Background: an optimization exercise with open tools, aiming at small area, a short achievable clock period and few clock cycles. Do not read the settings as production practice. No run shown here included a check of the RTL's function; only the layout flow was run. No activity file was given, so power comes from the tool's default toggle rates.

[flow/flow/run.sh]
#!/bin/bash
# Layout flow: the standard ORFS flow, with the input and output port
# buffers inserted as sky130_fd_sc_hd__buf_2 instead of the default cell.
set -euo pipefail
export BUFFER_PORTS_ARGS="-buffer_cell sky130_fd_sc_hd__buf_2"
bash standard.sh finish > standard_flow.log 2>&1
[flow/standard.sh]
#!/bin/bash
# synth_recipe.tcl (not shown) runs the flow's synth.tcl, then flattens the netlist and writes it again
# the make line also repeats each setting of config.mk as NAME=value (left out here)
make -C /OpenROAD-flow-scripts/flow DESIGN_CONFIG=/design/flow/config.mk WORK_HOME=/design/flow/orfs CLKGATE_MAP_FILE= SYNTH_SCRIPT=/design/flow/synth_recipe.tcl "${@:-finish}"
[flow/config.mk]
export PLATFORM = sky130hd
export DESIGN_NAME = lhb_rx
export DESIGN_NICKNAME = lhb_rx
export VERILOG_FILES = /design/flow/design.v
export SDC_FILE = /design/flow/constraint.sdc
export NUM_CORES = 4
export LEC_CHECK = 0
export CAP_MARGIN = 20
export CORE_MARGIN = 2
export CORE_UTILIZATION = 70
export CTS_CLUSTER_DIAMETER = 80
export CTS_CLUSTER_SIZE = 24
export PLACE_DENSITY = 0.85
export SLEW_MARGIN = 20
[flow/constraint.sdc]
create_clock -name core_clock -period 10.0 [get_ports {clk}]
set_input_delay 2.0000 -clock core_clock [delete_from_list [all_inputs] [get_ports {clk}]]
set_output_delay 2.0000 -clock core_clock [all_outputs]
set_load 0.01 [all_outputs]
[flow/design.v]
module lhb_rx #(
    parameter FRAME_CAP = 100            
) (
    input  wire        clk,
    input  wire        rst,              
    input  wire        rx_valid,
    input  wire [7:0]  rx_data,
    output wire        rx_ready,
    output wire        m_valid,
    output wire [7:0]  m_data,
    output wire        m_last,
    output wire        m_empty,          
    input  wire        m_ready,
    output wire        e_valid,
    output wire [3:0]  e_code,
    output wire [7:0]  e_arg,
    output wire [15:0] e_len,
    output wire [3:0]  e_stat,
    input  wire        e_ready
);
    localparam RD_TAP   = FRAME_CAP - 1;     
    localparam RING_LEN = FRAME_CAP + 1;     
    localparam SW       = 7;                 
    localparam BQ_N     = 3;                 
    localparam [1:0] E_FRAME_OVERFLOW = 2'd1;
    localparam [1:0] E_SYNC_LOST      = 2'd2;
    localparam [1:0] E_DECODE_ERROR   = 2'd3;
    localparam [1:0] S_SEEK_START = 2'd0,
                     S_ACC        = 2'd1,
                     S_SEEK_END   = 2'd2;
    localparam [1:0] R_SEP  = 2'd0,          
                     R_PEND = 2'd1,          
                     R_BODY = 2'd2,          
                     R_SKIP = 2'd3;          
    reg  [8*RING_LEN-1:0] ring;
    wire [7:0] ring_last = ring[8*RING_LEN-1 -: 8];
    wire [7:0] rd_x      = ring[8*RD_TAP+7 -: 8];       
    wire [7:0] rd_nx     = ring[8*(RD_TAP-1)+7 -: 8];   
    reg        rdy_q;                    
    reg        ib_v;                     
    reg        ib_z;                     
    reg [7:0]  ib_d;
    reg [1:0]  ws;                       
    reg [6:0]  flen;                     
    reg [6:0]  wblk;                     
    reg        live;                     
    reg        wrapped;                  
    reg [SW-1:0] ostage;                 
    reg [SW-1:0] nstage;                 
    reg [1:0]  rmode;
    reg [6:0]  rblk;                     
    reg [5:0]  wseq, rseq;
    reg [6*BQ_N-1:0] bq;
    reg [BQ_N-1:0]   bq_v;               
    reg        rz_x, rz_nx;              
    reg        mv_q, ml_q, me_q;
    reg [7:0]  md_q;
    reg        ev_q;
    reg [1:0]  ec_q;
    reg        es_q;
    reg [7:0]  ea_q;
    reg [6:0]  el_q;
    assign rx_ready = rdy_q;
    assign m_valid  = mv_q;
    assign m_data   = md_q;
    assign m_last   = ml_q;
    assign m_empty  = me_q;
    assign e_valid  = ev_q;
    assign e_code   = {2'b00, ec_q};
    assign e_arg    = ea_q;
    assign e_len    = {9'd0, el_q};
    assign e_stat   = {es_q, 3'b000};
    function [SW-1:0] inc_stage(input [SW-1:0] s);
        inc_stage = (s == RING_LEN-1) ? {SW{1'b0}} : s + 1'b1;
    endfunction
    wire midframe  = (ws == S_ACC) && (flen != 0);
    wire o_top     = (ostage == RING_LEN-1);
    wire n_top     = (nstage == RING_LEN-1);
    wire slot_free = !live || (!o_top && !wrapped);
    wire contig    = (nstage == 0);
    wire bq_full   = bq_v[BQ_N-1];
    wire blk_end   = (wblk == 7'd1);
    wire c_sync_lost = (ws == S_SEEK_START) && !ib_z;
    wire c_first     = (ws == S_ACC) && (flen == 0) && !ib_z;
    wire c_end       = midframe && ib_z;
    wire c_data      = midframe && !ib_z && (flen != FRAME_CAP);
    wire c_overflow  = midframe && !ib_z && (flen == FRAME_CAP);
    wire c_dec_err   = c_end && !blk_end;
    wire need_err    = c_sync_lost || c_dec_err || c_overflow;
    wire c_bad       = c_dec_err || c_overflow;
    wire w_ok = (!need_err || !ev_q) &&
                (!c_first || slot_free) &&
                (!midframe || ib_z || (slot_free && contig)) &&
                (!c_end || (slot_free && contig)) &&
                (!c_bad || !bq_full);
    wire w_take = ib_v && w_ok;
    wire wr_body = w_take && (c_first || c_data);
    wire wr_term = w_take && (c_end || c_overflow);
    wire wr_fill = !midframe && slot_free;
    wire wrote   = wr_body || wr_term || wr_fill;
    wire v_push  = wr_term;
    wire v_bad   = w_take && c_bad;
    wire e_raise = w_take && need_err;
    wire [6:0] blk_load = ib_d[7] ? 7'h7F : ib_d[6:0];
    wire at_tap  = live && (ostage == RD_TAP);
    wire x_zero  = rz_x;
    wire nx_zero = rz_nx;
    wire v_have  = (wseq != rseq);
    wire v_good  = !(bq_v[0] && bq[5:0] == rseq);
    wire r_one   = (rmode == R_SEP) && !x_zero && nx_zero;    
    wire r_need  = r_one || (rmode == R_PEND);                
    wire r_emit  = (r_need && v_good) || (rmode == R_BODY);
    wire r_nx_ok = !((rmode == R_SEP) && !x_zero && (nstage == RD_TAP));   
    wire r_can   = at_tap && (!r_need || v_have) && r_nx_ok;
    wire out_ok  = !mv_q || m_ready;
    wire r_take  = r_can && (!r_emit || out_ok);
    wire v_pop   = r_can && r_need && (!v_good || out_ok);
    wire bq_pop  = r_can && r_need && !v_good;
    wire last_one  = (ostage == nstage);           
    wire live_d    = wrote || (live && !(r_take && last_one));
    wire [SW-1:0] ostage_d = (!live || (r_take && last_one)) ? {SW{1'b0}} :
                             r_take ? ostage : inc_stage(ostage);
    wire [SW-1:0] nstage_d = wrote ? {SW{1'b0}} : inc_stage(nstage);
    wire wrapped_d = !n_top && (wrapped || (live && o_top));
    wire [BQ_N-1:0] bq_v_d = bq_pop ? ({1'b0, bq_v[BQ_N-1:1]} | (v_bad ? bq_v : {BQ_N{1'b0}}))
                                    : v_bad ? {bq_v[BQ_N-2:0], 1'b1} : bq_v;
    wire free_c  = !(live && (ostage == RING_LEN-2) && !r_take) && !wrapped_d;
    wire wrote_c = slot_free && (!midframe || (ib_v && contig && !ev_q && !bq_full));
    wire cont_c  = wrote_c || n_top;
    wire ev_c    = (ib_v && need_err) || (ev_q && !e_ready);
    wire bq_c    = !bq_full && !(bq_v[BQ_N-2] && ib_v && midframe &&
                                 (ib_z ? !blk_end : (flen == FRAME_CAP)));
    wire rdy_d   = free_c && cont_c && !ev_c && bq_c;
    wire ev_d    = e_raise || (ev_q && !e_ready);
    always @(posedge clk) begin
        ring  <= {ring[8*(RING_LEN-1)-1:0],
                  wrote ? (wr_body ? ib_d : 8'h00) : ring_last};
        rz_x  <= (ring[8*(RD_TAP-1)+7 -: 8] == 8'h00);
        rz_nx <= (ring[8*(RD_TAP-2)+7 -: 8] == 8'h00);
    end
    always @(posedge clk) begin
        ostage <= ostage_d;
        nstage <= nstage_d;
        if (w_take && (c_first || c_data))
            flen <= flen + 1'b1;
        else if (ws == S_SEEK_START)
            flen <= 7'd0;
        if (w_take && (c_first || (c_data && blk_end)))
            wblk <= blk_load;
        else if (w_take && c_data)
            wblk <= wblk - 1'b1;
        if (r_take && (rmode == R_SEP || rblk == 7'd1))
            rblk <= rd_x[6:0];
        else if (r_take)
            rblk <= rblk - 1'b1;
    end
    always @(posedge clk) begin
        if (w_take || !ib_v) begin
            ib_d <= rx_data;
            ib_z <= (rx_data == 8'h00);
        end
        if (bq_pop || v_bad) begin : bq_upd
            integer i;
            for (i = 0; i < BQ_N; i = i + 1)
                if (v_bad && (bq_pop ? (i == 0 ? bq_v[0] && !bq_v[1] : bq_v[i] && (i == BQ_N-1 || !bq_v[i+1]))
                                     : (i == 0 ? !bq_v[0] : bq_v[i-1] && !bq_v[i])))
                    bq[6*i +: 6] <= wseq;
                else if (bq_pop)
                    bq[6*i +: 6] <= (i == BQ_N-1) ? 6'd0 : bq[6*(i+1) +: 6];
        end
        if (out_ok) begin
            md_q <= (rblk == 7'd1) ? 8'h00 : rd_x;
            ml_q <= nx_zero;
            me_q <= (rmode == R_SEP);
        end
        if (!ev_q) begin
            ec_q <= c_sync_lost ? E_SYNC_LOST : c_overflow ? E_FRAME_OVERFLOW : E_DECODE_ERROR;
            es_q <= c_dec_err;
            ea_q <= c_dec_err ? 8'h00 : ib_d;
            el_q <= c_sync_lost ? 7'd0 : c_overflow ? FRAME_CAP[6:0] : flen;
        end
    end
    always @(posedge clk) begin
        if (rst) begin
            rdy_q   <= 1'b1;
            ib_v    <= 1'b0;
            ws      <= S_SEEK_START;
            live    <= 1'b0;
            wrapped <= 1'b0;
            rmode   <= R_SEP;
            wseq    <= 6'd0;
            rseq    <= 6'd0;
            bq_v    <= {BQ_N{1'b0}};
            mv_q    <= 1'b0;
            ev_q    <= 1'b0;
        end else begin
            rdy_q   <= rdy_d;
            ib_v    <= (rx_valid && rdy_q) || (ib_v && !w_take);
            if (w_take) begin
                case (ws)
                S_SEEK_START: ws <= ib_z ? S_ACC : S_SEEK_END;
                S_SEEK_END:   if (ib_z) ws <= S_SEEK_START;
                default:      if (c_end) ws <= S_SEEK_START;
                              else if (c_overflow) ws <= S_SEEK_END;
                endcase
            end
            live    <= live_d;
            wrapped <= wrapped_d;
            if (r_take) begin
                case (rmode)
                R_SEP:   if (!x_zero && !nx_zero) rmode <= R_PEND;
                R_SKIP:  if (x_zero) rmode <= R_SEP;
                default: rmode <= (rmode == R_PEND && !v_good) ? R_SKIP :
                                  nx_zero ? R_SEP : R_BODY;
                endcase
            end
            if (v_push) wseq <= wseq + 1'b1;
            if (v_pop)  rseq <= rseq + 1'b1;
            bq_v <= bq_v_d;
            if (r_take && r_emit)
                mv_q <= 1'b1;
            else if (m_ready)
                mv_q <= 1'b0;
            ev_q <= ev_d;
        end
    end
endmodule
==> flow_summary.toml, run 1 <==
[run_status]
status = "complete, no violations"

[sta]
fin_crit_sh_pct = 35.6
drv_slew = 0
fin_worst_skew_ps = 17.9
final.setup.tns_ps = 0
fmax_mhz = 281
setup_viol_count_final = 0
finalCriticalPeriod_ps = 3560
maxSlewHeadroom_pct = 35.0
hold_ws_ps = 321
rsz0062_at_grt = "false"
hold_violations = 0
worst_pin_slew_ps = 964

[placed_design]
place_area_um2 = 22900
place_congestion = 0.808
io_buffer_count = 43
dp_hpwl_mm = 18.2

[yosys]
syn_area_per_cell_um2 = 16.4
synth_top_area_cell = "dfxtp_1"
netlist_top_cells_area = "dfxtp_1, edfxtp_1, xor2_1"
synth_edf_count = 76
synthDistinctLibCells = 76
synth-main-ff-cell = "dfxtp_1"
ys.warnings.count = 2
synth_area_um2 = 22300
async_flop_share_pct = 0
synth_top_area_share_pct = 76.2
syn_inst = 1361
seq_area_frac_synth_pct = 86.4
ys_seq_elements = 925

[die]
dieArea_um2 = 33300
io_pins = 58
rows = 65
die_h_um = 183
fp.dieW_um = 183
start_util_pct = 70.9
coreArea_um2 = 31500

[detailed_routing]
post-route-drc-count = 0
ant_nets = 0
drtIter0Drc = 524
wl_per_cell_um = 17.5
firstDrtPassIters = 5
viasPerCell = 5.11
vias = 9444
wl_mm = 32.4

[job]
cap_violations = 0

[finish]
final_area_um2 = 24100
area_delta_synth_final_pct = 8.14
drive_above_1_share_pct = 8.78
fin_nets = 1463
final_core_util_pct = 76.7

[cts]
numCtsBuffers = 44
ctsHoldBuffers = 0
post_cts_resized = 0
clockBufferDepth = 3
worstSkewPairLatency_ps = 570
clk_pin_slew_ps = 100
cts_tree = "done"
clock_sinks = 925
root_buffer = "clkbuf_16"
htree_num_levels = 2
post-cts-setup-buffers = 0

[worst_setup_path]
worstPathMaxFanout = 17
cp_slowest_cell = "nand2b_1"
startpoint_type = "input port"
crit_family = "simple AND/OR/NAND/NOR gates"
required_ps = 10330
cp.buffers_inverters = 2
crit_arrival_ps = 3890
path_class = "in -> reg"
crit_chain = "buf_2 -> nand2b_1 -> o311ai_1 -> buf_4 -> a21oi_2 -> mux2_2"
slowest_delay_ps = 600
crit_path_end_kind = "register"

[global_routing]
grt_pass1_vias = 9782
antenna_found_initial = 1
track_usage_pct = 19.8
grt_first_pass_wirelength_mm = 51.5
grt_overflow = 0
grt_max_degree = 27

[power]
p_per_area_nw_per_um2 = 236
p_leak_nw = 9.59
vdd_drop_max_uv = 186
finalPower_w = 0.00570

[hold_path]
min_path_type = "reg -> reg"
[cell usage after synthesis, types with 6 or more instances]
library cell and instances:
dfxtp_1 849, edfxtp_1 76, nor2_1 54, xor2_1 28, a21oi_1 24, nand2_1 24
xnor2_1 22, inv_1 21, ha_1 17, and2_1 16, nand3_1 16, o21ai_0 16
buf_4 15, clkbuf_1 11, mux2i_1 11, nor2b_1 11, a22o_1 8, and3_1 8
or4_1 8, mux2_4 7, nand2b_1 7, nand4_1 7, nor3_1 7, nor3b_1 7
mux2_1 6, mux2_2 6
[stage by stage]
stage | worst slack (ps) | instances
final | 6440 | 1849
after global routing | 6320 | 1848
after CTS | 6470 | 1848
after detailed placement | 5910 | 1789
after global placement | 6060 | 1789
after floorplan | 6270 | 1374
[kinds of logic (layout without fill, tap and decap cells)]
group / after synthesis / in the layout / share of synthesized area [%]
AND/OR/NAND/NOR: 196 / 196 / 4.88
multiplexers: 30 / 30 / 1.57
flip-flops: 925 / 925 / 86.4
adder cells (fa/ha/maj): 17 / 17 / 0.953
buffers and inverters: 53 / 125 / 1.19
other: 1 / 15 / 0.0168
AO/OA/AOI/OAI: 89 / 89 / 3.05
XOR/XNOR: 50 / 50 / 1.96
[report_power, final]
group          internal, W  switching, W
sequential         0.00374     0.0000122
combinational    0.0000162     0.0000263
clock             0.000843       0.00106
total              0.00460       0.00110
[worst register-to-register path: stages (launching register included)]
cell	delay, ps
edfxtp_1	460
inv_1	90
ha_1	160
or3b_1	380
or3_4	420
a211oi_2	300
nand3_2	240
or3b_1	400
a21oi_1	470
[sequential cells by signal (all words and copies together), names as in the netlist, 3 cells and up]
name,count
rseq,6
ring,808
ib_d,8
wblk,7
bq,18
nstage,7
el_q,7
rblk,7
ea_q,8
flen,7
wseq,6
md_q,8
bq_v,3
ostage,7
[path summary, 6_finish.rpt]
check	endpoint	startpoint	slack, ps	cells after the start
max reg2reg	bq[8]	flen[0]	6730	8
min reg2reg	ring[389]	ring[381]	320	0
min	ring[389]	ring[381]	320	0
max	rblk[0]	m_ready	6440	6
[layer usage]
layer | share of wire (%) | track usage [%]
met5 | 0.022 | 0
met4 | 3.1 | 7.45
met3 | 5.2 | 3.85
met2 | 48 | 33.1
met1 | 44 | 26.0
[area by class of cell]
class                      count  area (um^2)
tap                          402          503
clock inverter                 5         83.8
sequential                   925        19300
timing repair buffer          44          223
fill                        1665         7340
antenna                        1         2.50
inverter                      22         82.6
clock buffer                  54         1140
multi-input combinational    396         2820
[layout by cell type (no fill, tap or decap), drive strengths merged, types with 7 or more instances in the layout]
cell    count
buf        44
mux2i      11
nand2      24
nand4       7
dfxtp     849
nor3b       8
a21oi      25
xor2       28
ha         17
o21ai      17
inv        24
xnor2      22
nor2       54
nand3      17
conb       14
edfxtp     76
clkbuf     54
nor2b      11
and2       16
and3        8
nor3        7
mux2       19
a22o        8
nand2b      7
or4         8
==> run 2, diff against run 1 <==
--- a/flow/design.v
+++ b/flow/design.v
@@ -57,2 +57,4 @@
     reg [7:0]  md_q;
+    reg        m1_v, m1_l, m1_e;
+    reg [7:0]  m1_d;
     reg        ev_q;
@@ -114,6 +116,10 @@
     wire r_can   = at_tap && (!r_need || v_have) && r_nx_ok;
-    wire out_ok  = !mv_q || m_ready;
-    wire r_take  = r_can && (!r_emit || out_ok);
-    wire v_pop   = r_can && r_need && (!v_good || out_ok);
-    wire bq_pop  = r_can && r_need && !v_good;
+    wire r_take  = r_can && (!r_emit || !m1_v);
+    wire v_pop   = r_take && r_need;
+    wire bq_pop  = v_pop && !v_good;
+    wire m_emit  = r_take && r_emit;
+    wire m_pop   = !mv_q || m_ready;      
+    wire [7:0] n_d = (rblk == 7'd1) ? 8'h00 : rd_x;
+    wire n_l = nx_zero;
+    wire n_e = (rmode == R_SEP);
     wire last_one  = (ostage == nstage);           
@@ -170,6 +176,11 @@
         end
-        if (out_ok) begin
-            md_q <= (rblk == 7'd1) ? 8'h00 : rd_x;
-            ml_q <= nx_zero;
-            me_q <= (rmode == R_SEP);
+        if (m_pop) begin
+            md_q <= m1_v ? m1_d : n_d;
+            ml_q <= m1_v ? m1_l : n_l;
+            me_q <= m1_v ? m1_e : n_e;
+        end
+        if (!m1_v) begin
+            m1_d <= n_d;
+            m1_l <= n_l;
+            m1_e <= n_e;
         end
@@ -194,2 +205,3 @@
             mv_q    <= 1'b0;
+            m1_v    <= 1'b0;
             ev_q    <= 1'b0;
@@ -219,6 +231,7 @@
             bq_v <= bq_v_d;
-            if (r_take && r_emit)
-                mv_q <= 1'b1;
-            else if (m_ready)
-                mv_q <= 1'b0;
+            if (m_pop) begin
+                mv_q <= m1_v || m_emit;
+                m1_v <= 1'b0;
+            end else if (m_emit)
+                m1_v <= 1'b1;
             ev_q <= ev_d;
==> run 2 against run 1 <==
Compared with the run above: via count grew 1.9%; sequential power grew 1%; count of clock-buffer cells in the layout grew 3; area after synthesis grew 0.86%; total power grew 1.1%.
==> flow_summary.toml, run 2 <==
[placed_design]
io_buffer_count = 43
dpl_worst_slack_ps = 6280
dp_hpwl_mm = 19.1
place_congestion = 0.945

[finish]
layout_common_cells = "dfxtp_1, edfxtp_1, nor2_1"
fill_cells = 1666
fin_nets = 1501
diodes = 0
area_delta_synth_final_pct = 7.88
drive_above_1_share_pct = 8.23
multiInputGateArea_um2 = 2740
largest_reg_flops = 808
regMostFlops = "ring"
reg_top3 = "ring: 808 flops, bq: 18 flops"
final_common_cell = "dfxtp_1"
seq_area_um2 = 19500

[yosys]
syn_inst = 1401
synth_top_area_share_pct = 76.5
synthXorXnorAreaFrac_pct = 1.98
synth_mux_area_share_pct = 1.38
syn_area_per_cell_um2 = 16.1
ys_top_cells_by_count = "dfxtp_1, edfxtp_1, nor2_1, nand2_1, xnor2_1"
synth_area_um2 = 22500
async_flop_share_pct = 0
synth-simple-area-share_pct = 5.23
synth_fa_ha_area_share_pct = 0.945
netlist_top_cells_area = "dfxtp_1, edfxtp_1, xnor2_1"
ys_seq_elements = 936
synth_top_area_cell = "dfxtp_1"
seq_area_frac_synth_pct = 86.6
synth-main-ff-cell = "dfxtp_1"
synth_edf_count = 76
synthDistinctLibCells = 62
synth_compound_area_share_pct = 2.40
yosysMostFrequentCell = "dfxtp_1"
synth_top_family_by_area = "simple AND/OR/NAND/NOR gates"
ys.warnings.count = 2

[cts]
clockBufferDepth = 3
cts_tree = "done"
root_buffer = "clkbuf_16"
ctsHoldBuffers = 0
clock_sinks = 936
worstSkewPairLatency_ps = 570
htree_num_levels = 2
numCtsBuffers = 44
clk_pin_slew_ps = 100
post-cts-setup-buffers = 0
post_cts_resized = 0

[worst_setup_path]
worstPathMaxFanout = 10
required_ps = 10210
cp.buffers_inverters = 1
crit_arrival_ps = 4010
crit_chain = "inv_1 -> ha_1 -> or4b_4 -> or4b_4 -> or3_1 -> or4b_1 -> or3_1 -> a21oi_1"
crit_family = "simple AND/OR/NAND/NOR gates"
startpoint_type = "register"
crit_path_end_kind = "register"
path_class = "reg -> reg"
cp_slowest_cell = "or4b_1"
slowest_delay_ps = 650

[job]
cap_violations = 0

[power]
vdd_drop_max_uv = 166
p_leak_nw = 9.61
finalPower_w = 0.00576
p_per_area_nw_per_um2 = 237

[global_routing]
grt_max_degree = 32
gr-usage-met2_pct = 34.5
grt_pass1_vias = 9932
grt_overflow = 0
grt_most_used_layer = "met2"
use_met1_pct = 27.6
grt_first_pass_wirelength_mm = 53.2
antenna_found_initial = 0
track_usage_pct = 20.4
met3_usage_pct = 2.90

[detailed_routing]
viasPerCell = 5.11
drtIter0Drc = 710
firstDrtPassIters = 5
vias = 9624
wl_per_cell_um = 17.8
post-route-drc-count = 0
wl_mm = 33.5
ant_nets = 0

[sta]
fin_worst_skew_ps = 19.8
fin_crit_sh_pct = 38.0
setup_viol_count_final = 0
hold_violations = 0
maxSlewHeadroom_pct = 35.8
worst_pin_slew_ps = 953
setup_slack_ps = 6200
drv_slew = 0
rsz0062_at_grt = "false"
finalCriticalPeriod_ps = 3800
final.setup.tns_ps = 0
fmax_mhz = 263

[die]
dieArea_um2 = 33600
start_util_pct = 71.2
coreArea_um2 = 31600
rows = 65
die_h_um = 183
fp.dieW_um = 183
io_pins = 58

[hold_path]
min_path_type = "reg -> reg"

[run_status]
status = "complete, no violations"
## run 2: area by class of cell
| type | count | share of cell area, % |
|---|---|---|
| multi-input cells | 418 | 11.3 |
| inverters | 24 | 0.371 |
| repair buffers | 47 | 1.00 |
| clock inverters | 1 | 0.0670 |
| well taps | 402 | 2.07 |
| flip-flops and latches | 936 | 80.3 |
| clock buffers | 57 | 4.91 |
## run 2: worst reg2reg max path, stage by stage (launching register included)
cell,delay (ps)
dfxtp_1,380
inv_1,90
ha_1,190
or4b_4,490
or4b_4,520
or3_1,310
or4b_1,650
or3_1,370
a21oi_1,450
## run 2: logic make-up after synthesis
logic type / Yosys count
AO/OA/AOI/OAI: 83
AND/OR/NAND/NOR: 224
XOR/XNOR: 51
other: 1
multiplexers: 29
flip-flops: 936
adder cells (fa/ha/maj): 17
buffers and inverters: 60
## run 2: worst paths after layout
kind         slack (ps)   endpoint  depth (start not counted)  startpoint
min reg2reg         320  ring[626]                          0   ring[618]
max reg2reg        6200     bq[16]                          8   nstage[0]
min                 320  ring[626]                          0   ring[618]
max                6200     bq[16]                          8   nstage[0]
## run 2: metal layers
| layer | part of all wire [%] | wire length (um) |
|---|---|---|
| met2 | 49 | 16300 |
| met5 | 0 | 0 |
| met3 | 4.4 | 1480 |
| met1 | 44 | 14900 |
| met4 | 2.6 | 876 |
## run 2: metrics by stage
step	instance area [um^2]	util [%]	hold slack (ps)	std cells
floorplan	22600	-	310	1414
global placement	23100	72.9	311	1826
detailed placement	23100	72.9	312	1826
CTS	24300	76.7	314	1884
global route	24300	76.8	314	1885
finish	24300	76.8	318	1885
## run 2: report_power, final
group	switching, W	internal, W	total, W	leakage [nW]
Combinational	0.0000317	0.0000188	0.0000505	1.29
Clock	0.00107	0.000841	0.00191	0.587
Sequential	0.0000126	0.00379	0.00380	7.73
==> run 3, diff against run 2 <==
==> flow/run.sh (new file) <==
#!/bin/bash
# synth_recipe.tcl (not shown) runs the flow's synth.tcl, then flattens the netlist and writes it again
# the make line also repeats each setting of config.mk as NAME=value (left out here)
make -C /OpenROAD-flow-scripts/flow DESIGN_CONFIG=/design/flow/config.mk WORK_HOME=/design/flow/orfs CLKGATE_MAP_FILE= SYNTH_SCRIPT=/design/flow/synth_recipe.tcl finish
removed: flow/flow/run.sh
removed: flow/standard.sh
==> run 3 against run 2 <==
Compared with the run above: wire length increased by 1.6%; synthesized cell count unchanged; largest cell class unchanged; global-route usage increased by 0.16 points; critical path type unchanged.
==> flow_summary.toml, run 3 <==
[run_status]
status = "complete, no violations"

[sta]
drv_slew = 0
setup_viol_count_final = 0
finalCriticalPeriod_ps = 3790
maxSlewHeadroom_pct = 29.3
fin_worst_skew_ps = 18.0
fmax_mhz = 264
worst_pin_slew_ps = 1060
fin_crit_sh_pct = 37.9
final.setup.tns_ps = 0
hold_violations = 0
rsz0062_at_grt = "false"

[detailed_routing]
wl_mm = 34.0
vias = 9694
drtIter0Drc = 710
post-route-drc-count = 0
viasPerCell = 5.14
ant_nets = 0
wl_per_cell_um = 18.0
firstDrtPassIters = 6

[placed_design]
dp_hpwl_mm = 18.7
place_congestion = 0.844
io_buffer_count = 43

[yosys]
synth_area_um2 = 22500
ys_top_cells_by_count = "dfxtp_1, edfxtp_1, nor2_1, nand2_1, xnor2_1"
async_flop_share_pct = 0
synth-main-ff-cell = "dfxtp_1"
syn_inst = 1401
synthDistinctLibCells = 62
ys_seq_elements = 936
syn_area_per_cell_um2 = 16.1
synth_top_area_cell = "dfxtp_1"
synth_top_area_share_pct = 76.5
synth_edf_count = 76
ys.warnings.count = 2
yosysMostFrequentCell = "dfxtp_1"
netlist_top_cells_area = "dfxtp_1, edfxtp_1, xnor2_1"
seq_area_frac_synth_pct = 86.6

[worst_setup_path]
cp_slowest_cell = "or4b_1"
required_ps = 10220
path_class = "reg -> reg"
r2r_slack_ps = 6210
startpoint_type = "register"
cp.buffers_inverters = 1
slowest_delay_ps = 660
crit_family = "simple AND/OR/NAND/NOR gates"
crit_chain = "inv_1 -> ha_1 -> or4b_4 -> or4b_4 -> or3_1 -> or4b_1 -> ha_1 -> a21oi_1"
worstPathMaxFanout = 10
crit_path_end_kind = "register"
crit_arrival_ps = 4000

[finish]
regMostFlops = "ring"
largest_reg_flops = 808
fin_nets = 1500
drive_above_1_share_pct = 5.32
final_core_util_pct = 77.4
final_common_cell = "dfxtp_1"
area_delta_synth_final_pct = 8.80
reg_top3 = "ring: 808 flops, bq: 18 flops"
layout_common_cells = "dfxtp_1, edfxtp_1, nor2_1"

[cts]
post-cts-setup-buffers = 0
numCtsBuffers = 44
worstSkewPairLatency_ps = 560
clk_pin_slew_ps = 100
post_cts_resized = 0
cts_tree = "done"
root_buffer = "clkbuf_16"
htree_num_levels = 2
clockBufferDepth = 3
clock_sinks = 936
ctsHoldBuffers = 0

[global_routing]
track_usage_pct = 20.6
grt_max_degree = 32
grt_overflow = 0
grt_first_pass_wirelength_mm = 53.8
antenna_found_initial = 1
grt_pass1_vias = 9963

[power]
vdd_drop_max_uv = 163
swShare_pct = 19.5
p_sw_w = 0.00112
power_frac_seq_pct = 66.1
intPower_w = 0.00463
comb_power_share_pct = 1.0
power_frac_clock_pct = 32.9
p_leak_nw = 9.56
p_per_area_nw_per_um2 = 235

[job]
cap_violations = 0

[die]
rows = 65
start_util_pct = 71.2
die_h_um = 183
dieArea_um2 = 33600
coreArea_um2 = 31600
fp.dieW_um = 183
io_pins = 58

[hold_path]
min_path_type = "reg -> reg"
run 3: worst paths after layout:
kind             start        end  cells after the start
max          nstage[0]     bq[13]                      8
min          ring[310]  ring[318]                      0
max reg2reg  nstage[0]     bq[13]                      8
min reg2reg  ring[310]  ring[318]                      0
run 3: power groups by stage:
| stage | Clock, W | Sequential, W | Combinational [W] |
|---|---|---|---|
| floorplan | 0 | 0.00388 | 0.0000328 |
| global placement | 0 | 0.00389 | 0.0000551 |
| global route | 0.00206 | 0.00380 | 0.0000646 |
| detailed placement | 0 | 0.00389 | 0.0000574 |
| finish | 0.00189 | 0.00380 | 0.0000598 |
| CTS | 0.00193 | 0.00380 | 0.0000593 |
run 3: per-layer routing:
layer	track usage (%)	up-vias	routed length [um]
met5	0	-	0
met4	6.14	0	875
met3	3.61	77	1830
met2	35.4	285	16600
met1	27.0	4669	14700
li1	-	4663	-
run 3: logic make-up (layout without fill, tap and decap cells):
logic type                 Yosys count  in the layout  synth area share, %
adders and majority gates           17             17                0.945
muxes                               29             29                 1.38
and+or+nand+nor                    224            224                 5.23
other                                1             15               0.0167
DFF                                936            936                 86.6
xor gates and xnor gates            51             51                 1.98
AOI/OAI and AO/OA                   83             83                 2.40
buffers and inverters               60            130                 1.42
run 3: metrics by stage:
step / total power (W) / worst slack, ps / cell area [um^2] / instances / hold WS (ps)
5_1_grt: 0.00593 / 6060 / 24500 / 1886 / 312
2_1_floorplan: 0.00392 / 6550 / 22600 / 1414 / 310
3_5_place_dp: 0.00394 / 6300 / 23300 / 1826 / 312
4_1_cts: 0.00579 / 6240 / 24500 / 1886 / 319
6_report: 0.00575 / 6210 / 24500 / 1887 / 320
3_3_place_gp: 0.00394 / 6380 / 23300 / 1826 / 311
run 3: worst register-to-register path, stage by stage, from the launching register on:
cell and delay [ps]:
dfxtp_1 390, inv_1 90, ha_1 160, or4b_4 470, or4b_4 520, or3_1 320, or4b_1 660, ha_1 380
a21oi_1 450
run 3: area by class of cell:
cell class | instances | area, um^2
Antenna cell | 1 | 2.50
Inverter | 24 | 90.1
Fill cell | 1694 | 7140
Multi-Input combinational cell | 418 | 2750
Clock buffer | 57 | 1150
Sequential cell | 936 | 19500
Clock inverter | 3 | 48.8
Timing Repair Buffer | 46 | 453
Tap cell | 402 | 503
==> run 4, diff against run 3 <==
--- a/flow/design.v
+++ b/flow/design.v
@@ -23,3 +23,3 @@
     localparam SW       = 7;                 
-    localparam BQ_N     = 3;                 
+    localparam BQ_N     = 2;                 
     localparam [1:0] E_FRAME_OVERFLOW = 2'd1;
@@ -49,2 +49,11 @@
     reg [SW-1:0] nstage;                 
+    reg        f_otap;                   
+    reg        f_otop;                   
+    reg        f_nzero;                  
+    reg        f_ntap;                   
+    reg        f_ntop;                   
+    reg        f_full;                   
+    reg        f_bend;                   
+    reg        f_rone;                   
+    reg        bq_pop_q;                 
     reg [1:0]  rmode;
@@ -78,8 +87,8 @@
     wire midframe  = (ws == S_ACC) && (flen != 0);
-    wire o_top     = (ostage == RING_LEN-1);
-    wire n_top     = (nstage == RING_LEN-1);
+    wire o_top     = f_otop;
+    wire n_top     = f_ntop;
     wire slot_free = !live || (!o_top && !wrapped);
-    wire contig    = (nstage == 0);
+    wire contig    = f_nzero;
     wire bq_full   = bq_v[BQ_N-1];
-    wire blk_end   = (wblk == 7'd1);
+    wire blk_end   = f_bend;
     wire c_sync_lost = (ws == S_SEEK_START) && !ib_z;
@@ -87,4 +96,4 @@
     wire c_end       = midframe && ib_z;
-    wire c_data      = midframe && !ib_z && (flen != FRAME_CAP);
-    wire c_overflow  = midframe && !ib_z && (flen == FRAME_CAP);
+    wire c_data      = midframe && !ib_z && !f_full;
+    wire c_overflow  = midframe && !ib_z && f_full;
     wire c_dec_err   = c_end && !blk_end;
@@ -106,3 +115,3 @@
     wire [6:0] blk_load = ib_d[7] ? 7'h7F : ib_d[6:0];
-    wire at_tap  = live && (ostage == RD_TAP);
+    wire at_tap  = live && f_otap;
     wire x_zero  = rz_x;
@@ -114,3 +123,3 @@
     wire r_emit  = (r_need && v_good) || (rmode == R_BODY);
-    wire r_nx_ok = !((rmode == R_SEP) && !x_zero && (nstage == RD_TAP));   
+    wire r_nx_ok = !((rmode == R_SEP) && !x_zero && f_ntap);   
     wire r_can   = at_tap && (!r_need || v_have) && r_nx_ok;
@@ -118,9 +127,9 @@
     wire v_pop   = r_take && r_need;
-    wire bq_pop  = v_pop && !v_good;
+    wire bq_pop  = bq_pop_q;
     wire m_emit  = r_take && r_emit;
     wire m_pop   = !mv_q || m_ready;      
-    wire [7:0] n_d = (rblk == 7'd1) ? 8'h00 : rd_x;
+    wire [7:0] n_d = f_rone ? 8'h00 : rd_x;
     wire n_l = nx_zero;
     wire n_e = (rmode == R_SEP);
-    wire last_one  = (ostage == nstage);           
+    wire last_one  = f_ntap;                       
     wire live_d    = wrote || (live && !(r_take && last_one));
@@ -132,3 +141,4 @@
                                     : v_bad ? {bq_v[BQ_N-2:0], 1'b1} : bq_v;
-    wire free_c  = !(live && (ostage == RING_LEN-2) && !r_take) && !wrapped_d;
+    wire o_top_d = live && f_otap && !r_take;     
+    wire free_c  = !o_top_d && !wrapped_d;
     wire wrote_c = slot_free && (!midframe || (ib_v && contig && !ev_q && !bq_full));
@@ -137,3 +147,3 @@
     wire bq_c    = !bq_full && !(bq_v[BQ_N-2] && ib_v && midframe &&
-                                 (ib_z ? !blk_end : (flen == FRAME_CAP)));
+                                 (ib_z ? !blk_end : f_full));
     wire rdy_d   = free_c && cont_c && !ev_c && bq_c;
@@ -147,16 +157,30 @@
     always @(posedge clk) begin
-        ostage <= ostage_d;
-        nstage <= nstage_d;
-        if (w_take && (c_first || c_data))
-            flen <= flen + 1'b1;
-        else if (ws == S_SEEK_START)
-            flen <= 7'd0;
-        if (w_take && (c_first || (c_data && blk_end)))
-            wblk <= blk_load;
-        else if (w_take && c_data)
-            wblk <= wblk - 1'b1;
-        if (r_take && (rmode == R_SEP || rblk == 7'd1))
-            rblk <= rd_x[6:0];
-        else if (r_take)
-            rblk <= rblk - 1'b1;
+        ostage  <= ostage_d;
+        nstage  <= nstage_d;
+        f_otap  <= live && (r_take ? !f_ntap : (ostage == RD_TAP-1));
+        f_otop  <= o_top_d;
+        f_nzero <= wrote || (nstage == RING_LEN-1);
+        f_ntap  <= !wrote && (nstage == RD_TAP-1);
+        f_ntop  <= !wrote && (nstage == RING_LEN-2);
+        if (w_take && (c_first || c_data)) begin
+            flen   <= flen + 1'b1;
+            f_full <= (flen == FRAME_CAP-1);
+        end else if (ws == S_SEEK_START) begin
+            flen   <= 7'd0;
+            f_full <= 1'b0;
+        end
+        if (w_take && (c_first || (c_data && blk_end))) begin
+            wblk   <= blk_load;
+            f_bend <= (blk_load == 7'd1);
+        end else if (w_take && c_data) begin
+            wblk   <= wblk - 1'b1;
+            f_bend <= (wblk == 7'd2);
+        end
+        if (r_take && (rmode == R_SEP || f_rone)) begin
+            rblk   <= rd_x[6:0];
+            f_rone <= (rd_x[6:0] == 7'd1);
+        end else if (r_take) begin
+            rblk   <= rblk - 1'b1;
+            f_rone <= (rblk == 7'd2);
+        end
     end
@@ -204,2 +228,3 @@
             bq_v    <= {BQ_N{1'b0}};
+            bq_pop_q <= 1'b0;
             mv_q    <= 1'b0;
@@ -231,2 +256,3 @@
             bq_v <= bq_v_d;
+            bq_pop_q <= v_pop && !v_good;
             if (m_pop) begin
==> flow/flow/run.sh (new file) <==
#!/bin/bash
# Layout flow: the standard ORFS flow, with the input and output port
# buffers inserted as sky130_fd_sc_hd__buf_2 instead of the default cell.
set -euo pipefail
export BUFFER_PORTS_ARGS="-buffer_cell sky130_fd_sc_hd__buf_2"
bash standard.sh finish > standard_flow.log 2>&1
==> flow/standard.sh (new file) <==
#!/bin/bash
# synth_recipe.tcl (not shown) runs the flow's synth.tcl, then flattens the netlist and writes it again
# the make line also repeats each setting of config.mk as NAME=value (left out here)
make -C /OpenROAD-flow-scripts/flow DESIGN_CONFIG=/design/flow/config.mk WORK_HOME=/design/flow/orfs CLKGATE_MAP_FILE= SYNTH_SCRIPT=/design/flow/synth_recipe.tcl "${@:-finish}"
removed: flow/run.sh
==> run 4 against run 3 <==
Compared with the run above: sequential power is essentially flat; clock skew grew 18 ps; critical path depth grew 1; utilization shrank 0.52 points; non-clock buffer count shrank 1; first-iteration DRC count shrank 16%; total power grew 0.83%; cell area shrank 0.92%; largest cell class unchanged; largest power group unchanged.
==> flow_summary.toml, run 4 <==
[placed_design]
io_buffer_count = 43
dpl_worst_slack_ps = 6830
dp_hpwl_mm = 18.5
placed_cells = 1797
place_congestion = 0.786

[die]
fp.dieW_um = 183
start_util_pct = 71.1
io_pins = 58
die_h_um = 183
coreArea_um2 = 31600
dieArea_um2 = 33500
rows = 65

[yosys]
synth_top_area_share_pct = 77.2
synth_edf_count = 73
seq_area_frac_synth_pct = 87.0
netlist_top_cells_area = "dfxtp_1, edfxtp_1, ha_1"
synth_top_area_cell = "dfxtp_1"
ys.warnings.count = 2
synthDistinctLibCells = 69
synth-main-ff-cell = "dfxtp_1"
ys_top_cells_by_count = "dfxtp_1, edfxtp_1, nor2_1, nand2_1, inv_1"
ys_seq_elements = 938
syn_area_per_cell_um2 = 16.4
yosysMostFrequentCell = "dfxtp_1"
synth_area_um2 = 22400
syn_inst = 1366
async_flop_share_pct = 0

[sta]
fmax_mhz = 303
setup_viol_count_final = 0
fin_crit_sh_pct = 33.0
setup_slack_ps = 6700
hold_ws_ps = 322
fin_worst_skew_ps = 36.4
rsz0062_at_grt = "false"
drv_slew = 0
worst_pin_slew_ps = 1050
hold_violations = 0
maxSlewHeadroom_pct = 29.4
finalCriticalPeriod_ps = 3300
final.setup.tns_ps = 0

[worst_setup_path]
crit_arrival_ps = 3630
startpoint_type = "register"
r2r_slack_ps = 6700
path_class = "reg -> reg"
worstPathMaxFanout = 18
required_ps = 10330
crit_path_start = "rmode[1]"
crit_path_end_kind = "register"
rr_startpoint = "rmode[1]"

[power]
power_frac_seq_pct = 65.7
p_leak_nw = 9.55
vdd_drop_max_uv = 187
p_per_area_nw_per_um2 = 239
comb_power_share_pct = 0.9
intPower_w = 0.00466
swShare_pct = 19.6
power_frac_clock_pct = 33.4
p_sw_w = 0.00113

[detailed_routing]
drtIter0Drc = 597
ant_nets = 0
vias = 9345
viasPerCell = 5.04
firstDrtPassIters = 5
post-route-drc-count = 0
wl_mm = 32.1
wl_per_cell_um = 17.3

[global_routing]
grt_max_degree = 26
grt_overflow = 0
antenna_found_initial = 0
grt_pass1_vias = 9673
grt_first_pass_wirelength_mm = 51.5
track_usage_pct = 19.8

[finish]
final_cell_count_no_fill = 1855
drive_above_1_share_pct = 8.60
diodes = 0
regMostFlops = "ring"
layout_common_cells = "dfxtp_1, edfxtp_1, nor2_1"
area_delta_synth_final_pct = 8.21
final_common_cell = "dfxtp_1"
largest_reg_flops = 808
fin_nets = 1474
reg_top3 = "ring: 808 flops, bq: 12 flops"
final_core_util_pct = 76.9

[cts]
post_cts_resized = 0
cts_tree = "done"
clk_pin_slew_ps = 100
clockBufferDepth = 3
worstSkewPairLatency_ps = 590
numCtsBuffers = 45
htree_num_levels = 2
post-cts-setup-buffers = 0
root_buffer = "clkbuf_16"
ctsHoldBuffers = 0
clock_sinks = 938

[job]
cap_violations = 0

[run_status]
status = "complete, no violations"

[hold_path]
min_from = "ring[165]"
min_path_type = "reg -> reg"
-- run 4: per-stage QoR --
stage                     total power, W  area, um^2
final                            0.00580       24300
after global routing             0.00597       24300
after CTS                        0.00583       24300
after detailed placement         0.00395       23000
after global placement           0.00394       23000
after floorplan                  0.00393       22500
-- run 4: cell type report --
cell class                      count  area, um^2
Clock buffer                       55        1180
Tap cell                          402         503
Multi-Input combinational cell    384        2670
Inverter                           28         105
Timing Repair Buffer               45         230
Sequential cell                   938       19500
Fill cell                        1740        7290
Clock inverter                      3        66.3
-- run 4: cells by family (layout without fill, tap and decap cells) --
kind of cell / count (synthesis) / in the layout / share of synthesized area (%)
buffers and inverters: 57 / 131 / 1.33
and+or+nand+nor: 202 / 202 / 4.87
adders and majority gates: 19 / 19 / 1.06
AOI/OAI and AO/OA: 77 / 77 / 2.51
other: 1 / 14 / 0.0167
DFF: 938 / 938 / 87.0
muxes: 28 / 28 / 1.51
xor gates and xnor gates: 44 / 44 / 1.72
-- run 4: worst paths after layout --
check                                 end  depth (start not counted)
worst max register to register    rblk[4]                          9
worst min register to register  ring[173]                          0
worst max-delay path              rblk[4]                          9
worst min-delay path            ring[173]                          0
-- run 4: routing by layer --
metal  global-route usage, %  share of wire, %  up-vias
met2                    33.3                48      225
met4                    5.82               2.2        0
met1                    26.6                45     4509
met5                       0                 0        -
li1                        -                 -     4552
met3                    3.49               4.7       59
-- run 4: power groups by stage --
stage / clock network [W] / registers, W / logic (W)
3_3_place_gp: 0 / 0.00389 / 0.0000485
2_1_floorplan: 0 / 0.00389 / 0.0000361
4_1_cts: 0.00197 / 0.00381 / 0.0000535
5_1_grt: 0.00210 / 0.00381 / 0.0000590
3_5_place_dp: 0 / 0.00390 / 0.0000519
6_report: 0.00194 / 0.00381 / 0.0000539
-- run 4: worst max-delay path, cell delays in order, from the launching register on --
cell and delay [ps]:
dfxtp_1 350, inv_1 100, ha_1 270, and2b_1 200, a21oi_2 120, o41ai_2 980
nor2_1 110, buf_4 250, o21a_1 290, mux2_4 370
==> run 5, diff against run 4 <==
--- a/flow/flow/run.sh
+++ b/flow/flow/run.sh
@@ -5,2 +5,3 @@
 export BUFFER_PORTS_ARGS="-buffer_cell sky130_fd_sc_hd__buf_2"
+export SETUP_SLACK_MARGIN=6.9
 bash standard.sh finish > standard_flow.log 2>&1
==> run 5 against run 4 <==
Compared with the run above: still clean on timing, DRC and antenna; cell count about the same; flip-flop and latch count stayed put; cell area rose by 0.19%; first-iteration DRC count down 10%; area after synthesis unchanged; fmax is 4.2% higher.
==> flow_summary.toml, run 5 <==
[run_status]
status = "complete, no violations"

[global_routing]
grt_first_pass_wirelength_mm = 51.5
track_usage_pct = 19.8
grt_max_degree = 26
grt_overflow = 0
antenna_found_initial = 0
grt_pass1_vias = 9681

[worst_setup_path]
rr_worst_depth = 9
cp.buffers_inverters = 1
crit_arrival_ps = 1160
slowest_delay_ps = 430
rr_endpoint = "ostage[0]"
crit_path_end = "e_arg[3]"
crit_path_start = "ea_q[3]"
required_ps = 8000
rr_startpoint = "rmode[1]"
crit_path_end_kind = "primary output"
cp_slowest_cell = "edfxtp_1"
crit_family = "flip-flops"
crit_chain = "buf_2"
startpoint_type = "register"
cp.depth = 1
path_class = "reg -> out"
worstPathMaxFanout = 1
r2r_slack_ps = 7070

[sta]
fin_crit_sh_pct = 31.6
rsz0062_at_grt = "true"
finalCriticalPeriod_ps = 3160
worst_pin_slew_ps = 718
fmax_mhz = 316
setup_slack_ps = 6840
final.setup.tns_ps = 0
fin_worst_skew_ps = 32.2
hold_violations = 0
drv_slew = 0
maxSlewHeadroom_pct = 51.7
setup_viol_count_final = 0

[yosys]
synthDistinctLibCells = 69
yosysMostFrequentCell = "dfxtp_1"
synth_top_area_share_pct = 77.2
ys_top_cells_by_count = "dfxtp_1, edfxtp_1, nor2_1, nand2_1, inv_1"
ys.warnings.count = 2
synth_area_um2 = 22400
netlist_top_cells_area = "dfxtp_1, edfxtp_1, ha_1"
syn_area_per_cell_um2 = 16.4
seq_area_frac_synth_pct = 87.0
synth-main-ff-cell = "dfxtp_1"
async_flop_share_pct = 0
syn_inst = 1366
ys_seq_elements = 938
synth_edf_count = 73
synth_top_area_cell = "dfxtp_1"

[cts]
clock_sinks = 938
root_buffer = "clkbuf_16"
htree_num_levels = 2
clk_pin_slew_ps = 90
worstSkewPairLatency_ps = 590
cts_tree = "done"
numCtsBuffers = 45
clockBufferDepth = 3

[die]
fp.dieW_um = 183
start_util_pct = 71.1
die_h_um = 183
rows = 65
io_pins = 58
coreArea_um2 = 31600
dieArea_um2 = 33500

[detailed_routing]
ant_nets = 0
post-route-drc-count = 0
wl_per_cell_um = 17.3
vias = 9342
viasPerCell = 5.03
wl_mm = 32.2
firstDrtPassIters = 5
drtIter0Drc = 536

[finish]
final_area_um2 = 24300
diodes = 0
fill_cells = 1733
drive_above_1_share_pct = 9.01
fin_nets = 1475
layout_common_cells = "dfxtp_1, edfxtp_1, nor2_1"
final_core_util_pct = 77.0
largest_reg_flops = 808
reg_top3 = "ring: 808 flops, bq: 12 flops"
final_common_cell = "dfxtp_1"
regMostFlops = "ring"
area_delta_synth_final_pct = 8.41

[power]
power_frac_clock_pct = 33.4
vdd_drop_max_uv = 187
p_per_area_nw_per_um2 = 238
comb_power_share_pct = 0.9
swShare_pct = 19.6
intPower_w = 0.00466
p_sw_w = 0.00113
p_leak_nw = 9.56
power_frac_seq_pct = 65.7

[placed_design]
dpl_worst_slack_ps = 6830
io_buffer_count = 43
place_area_um2 = 23000
dp_hpwl_mm = 18.5
place_congestion = 0.786

[hold_path]
min_path_type = "reg -> reg"

[job]
cap_violations = 0
-- run 5: cell type report --
class / instances / area (um^2) / area share (%)
inverter: 28 / 105 / 0.432
timing repair buffer: 46 / 244 / 1.00
sequential: 938 / 19500 / 80.3
multi-input combinational: 384 / 2700 / 11.1
tap: 402 / 503 / 2.07
clock buffer: 55 / 1180 / 4.87
clock inverter: 3 / 66.3 / 0.273
-- run 5: worst min-delay path by stage --
stage	start	endpoint	slack, ps	cells after the start
2_1_floorplan	ring[92]	ring[100]	310	0
3_3_place_gp	ring[373]	ring[381]	310	0
3_5_place_dp	ring[426]	ring[434]	310	0
4_1_cts	ring[136]	ring[144]	320	0
5_1_grt	ring[46]	ring[54]	320	0
6_report	ring[46]	ring[54]	320	0
-- run 5: cell families after synthesis --
kind of cell / share of synthesized area, %
other: 0.0167
buffers and inverters: 1.33
flip-flops: 87.0
AO/OA/AOI/OAI: 2.51
multiplexers: 1.51
AND/OR/NAND/NOR: 4.87
adder cells (fa/ha/maj): 1.06
XOR/XNOR: 1.72
-- run 5: stage by stage --
stage	hold slack, ps	std cells	total power, W
floorplan	310	1379	0.00393
global placement	312	1797	0.00394
detailed placement	312	1797	0.00395
CTS	323	1856	0.00583
global route	324	1856	0.00597
finish	324	1856	0.00580
-- run 5: power groups by stage --
stage               Clock (W)  Combinational [W]  Sequential (W)
finish                0.00193          0.0000550         0.00381
detailed placement          0          0.0000519         0.00390
global placement            0          0.0000485         0.00389
floorplan                   0          0.0000361         0.00389
global route          0.00210          0.0000599         0.00381
CTS                   0.00197          0.0000541         0.00381
-- run 5: what timing repair did --
| item | in CTS | in global routing |
|---|---|---|
| endpoints found under the setup margin | 34 | 50 |
| gates resized for setup | 4 | 5 |
| hold buffers | 0 | 0 |
| buffers inserted | 1 | 0 |
-- run 5: per-layer routing --
layer  wire length, um  global-route usage [%]  vias to the layer above
met1             14400                    26.6                     4493
met3              1510                    3.49                       66
li1                  -                       -                     4556
met5                 0                       0                        -
met4               742                    5.82                        0
met2             15500                    33.4                      227
-- run 5: worst reg2reg max path: cells and delay by family (launching register included) --
kind | cells | cell delay, ps
compound gates | 3 | 1380
fa+ha+maj | 1 | 290
simple gates | 3 | 440
flops | 1 | 350
buf+inv | 2 | 340

[afterwards: timing with drivers on the ports]
In the flow no input, the clock included, has a driving cell. The finished layouts below were timed again as built, in two steps.
Step 1 sets driving cells, clkbuf_16 on the clock port and buf_2 on the other inputs (assumed; they add their load-dependent delay and slew).
Step 2 times the ports against the registers' clock, not the clock port: input delays grow and output delays shrink by t, the midpoint of the rising clock arrivals with the driver on.
Slacks: ideal / step 1 / step 2; pairs: ideal / step 1.
run	t (ns)	slack for setup (ns)	worst setup path after step 2	worst slew at a driven data input, ns	pins driven straight from the clock port
run 1	0.615	6.436 / 6.446 / 5.831	input to register	0.04	1
run 2	0.611	6.199 / 6.199 / 6.199	register to register	0.03	1
run 3	0.605	6.213 / 6.213 / 6.213	register to register	0.05	1
run 4	0.623	6.702 / 6.702 / 6.702	register to register	0.03	1
run 5	0.621	6.836 / 6.785 / 6.997	input to register	0.03	1
After both steps setup and hold are still met in every run listed. The setup slack of run 1, which loses most, moves by +0.010 ns with the drivers and by -0.605 ns with both steps.
